This design comes from an exercise in tuning for small area, a short achievable clock period and few clock cycles on the open sky130 flow, not from production work. At most, simulation tests tie the RTL to the original design; equivalence was not proved.

// updi_host
module updi_host (
    input  wire        clk,
    input  wire        rst,
    input  wire        cfg_a24,
    input  wire        req_valid,
    output wire        req_ready,
    input  wire [4:0]  req_op,
    input  wire        req_wide,
    input  wire [23:0] req_addr,
    input  wire [15:0] req_data,
    input  wire [16:0] req_len,
    output wire        rsp_valid,
    output wire [2:0]  rsp_kind,
    output wire [2:0]  rsp_stage,
    output wire [2:0]  rsp_cause,
    output wire [15:0] rsp_data,
    output wire [1:0]  life,
    output wire [1:0]  session,
    output wire        desync,
    input  wire        wd_valid,
    output wire        wd_ready,
    input  wire [7:0]  wd_data,
    output wire        rd_valid,
    output wire [7:0]  rd_data,
    output wire        ctl_valid,
    output wire [2:0]  ctl_cmd,
    input  wire        ctl_ready,
    input  wire        ctl_fail,
    output wire        tx_valid,
    output wire [7:0]  tx_data,
    input  wire        tx_ready,
    input  wire        rx_valid,
    input  wire        rx_err,
    input  wire [7:0]  rx_data,
    output wire        rx_ready
);
Size in the first run: ~1,900 cells after synthesis, ~370 flip-flops.
clock: 8.0 ns
lec_check: 0
abc_area: 1
cap_margin: 20
core_margin: 2
core_utilization: 50
cts_cluster_diameter: 100
cts_cluster_size: 25
setup_slack_margin: 4.3
slew_margin: 20
standard.sh (not shown) runs the stock make flow with config.mk's settings and CLKGATE_MAP_FILE= SYNTH_SCRIPT=/design/flow/synth_recipe.tcl, a recipe that flattens the netlist after the stock synthesis.
==> flow/flow/run.sh <==
#!/bin/bash
set -o pipefail
export BUFFER_PORTS_ARGS="-buffer_cell sky130_fd_sc_hd__buf_1"
bash standard.sh > standard.log 2>&1
Then changed:
--- a/flow/design.v
+++ b/flow/design.v
@@ -100,12 +100,13 @@
     reg [23:0] n_addr;
     reg [15:0] n_dat;
     reg [1:0]  n_life_r, n_session_r;
     reg        n_desync_r, n_rsp_r;
     reg [2:0]  n_ecode;
     reg        n_res;               
+    reg        f_txc, f_txw, f_srcwd, f_rxa;
     reg        f_res;
     reg [7:0]  txb;             
     wire [7:0] asz   = a24 ? 8'h08 : 8'h04;
     wire [7:0] psz   = a24 ? 8'h02 : 8'h01;
     wire [7:0] dsz   = wide ? 8'h01 : 8'h00;
     reg [7:0] opc, b2;
@@ -174,17 +175,12 @@
     wire f_last    = f_last_of(fr, hidx, a24, wide);
     wire b_reqlast = (bph == 2'd2) & (hidx[1:0] == 2'd2);
     wire b_unb     = (dat[15:10] != 6'd0) | (dat == 16'd0);
     wire b_last    = b_reqlast | (!b_unb & (bcc == 10'd1));
     wire k_last    = (cnt[4:0] == 5'd0);
     wire snd_last  = (st_tx & f_last) | (st_bulk & b_last) | (st_key & k_last);
-    wire   src_wd   = (st_tx & (fr == F_STI) & hidx[1]) | (st_bulk & (bph == 2'd1));
-    wire   f_txc    = tx_on & !pend & !src_wd & !(st_key & rp[0]);
-    wire   f_txw    = tx_on & !pend & src_wd;
-    wire   f_rxa    = st_rx | (tx_on & !abort & pend);
-    wire   f_srcwd  = src_wd;
     assign tx_valid = f_txc | (f_txw & wd_valid);
     assign tx_data  = f_srcwd ? wd_data : txb;
     wire   tx_fire  = tx_valid & tx_ready;
     wire   bc       = (tx_on & pend & rx_valid) | (tx_fire & (abort | rx_valid));
     assign rx_ready = f_rxa | (tx_ready & !abort & (f_txc | (f_txw & wd_valid)));
     wire   rx_fire  = rx_ready & rx_valid;
@@ -278,12 +274,16 @@
                          default: n_byte = dat[15:8];
                      endcase
         endcase
     end
     always @(posedge clk) begin
         txb      <= acc ? 8'h55   : n_byte;
+        f_txc    <= acc ? acc_txon : n_txc;
+        f_txw    <= !acc & n_txw;
+        f_srcwd  <= !acc & n_srcwd;
+        f_rxa    <= !acc & (n_strx | (n_tx_on & !n_abort & n_pend));
         f_res    <= !acc & n_res;
     end
     always @(posedge clk) begin
         st <= m_st; pc <= m_pc; fr <= m_fr; hidx <= m_hidx; cnt <= m_cnt;
         bph <= m_bph; pend <= m_pend; abort <= m_abort;
         retry <= m_retry; ctl_fail_r <= m_ctl_fail_r;
Outcome: Setup slack gets better by 0.15 ns. Flip-flop and latch count grows by 4. Global-route usage shrinks by 1.3 points. Hold slack gets better by 0.0055 ns. Routed wire length shrinks by a few percent. Non-clock buffer count shrinks by 36. Maximum frequency grows by a few percent. Area after synthesis grows by a few percent. First-iteration DRC count shrinks by a little under a tenth. Cell area shrinks slightly.
Testbench counts after the change, summed over its fixed seeds: cycles 23,533.
No functional check of the RTL was part of the first run of this note.

[what the ideal ports hide]
The results above use ideal ports. As a check the final layouts listed here were re-extracted and re-timed, cells and wires unchanged.
Step 1 sets driving cells, clkbuf_16 on the clock port and buf_2 on the other inputs (assumed; they add their load-dependent delay and slew).
Step 2 times the ports against the registers' clock, not the clock port: input delays grow and output delays shrink by t, the midpoint of the rising clock arrivals with the driver on.
Three values: no drivers, after step 1, after step 2; two values: the first two.
| run | shift t [ns] | setup WS [ns] | hold WS [ns] | clock arrival spread, ns | worst register clock-pin slew, ns |
|---|---|---|---|---|---|
| the first run | 0.579 | 4.037 / 4.051 / 3.473 | 0.325 / 0.325 / 0.325 | 0.035 / 0.035 | 0.11 / 0.11 |
| the second run | 0.568 | 4.184 / 4.144 / 3.876 | 0.331 / 0.331 / 0.331 | 0.035 / 0.035 | 0.10 / 0.10 |
After both steps setup and hold are still met in every run listed. The setup slack of the first run, which loses most, moves by +0.014 ns with the drivers and by -0.564 ns with both steps.
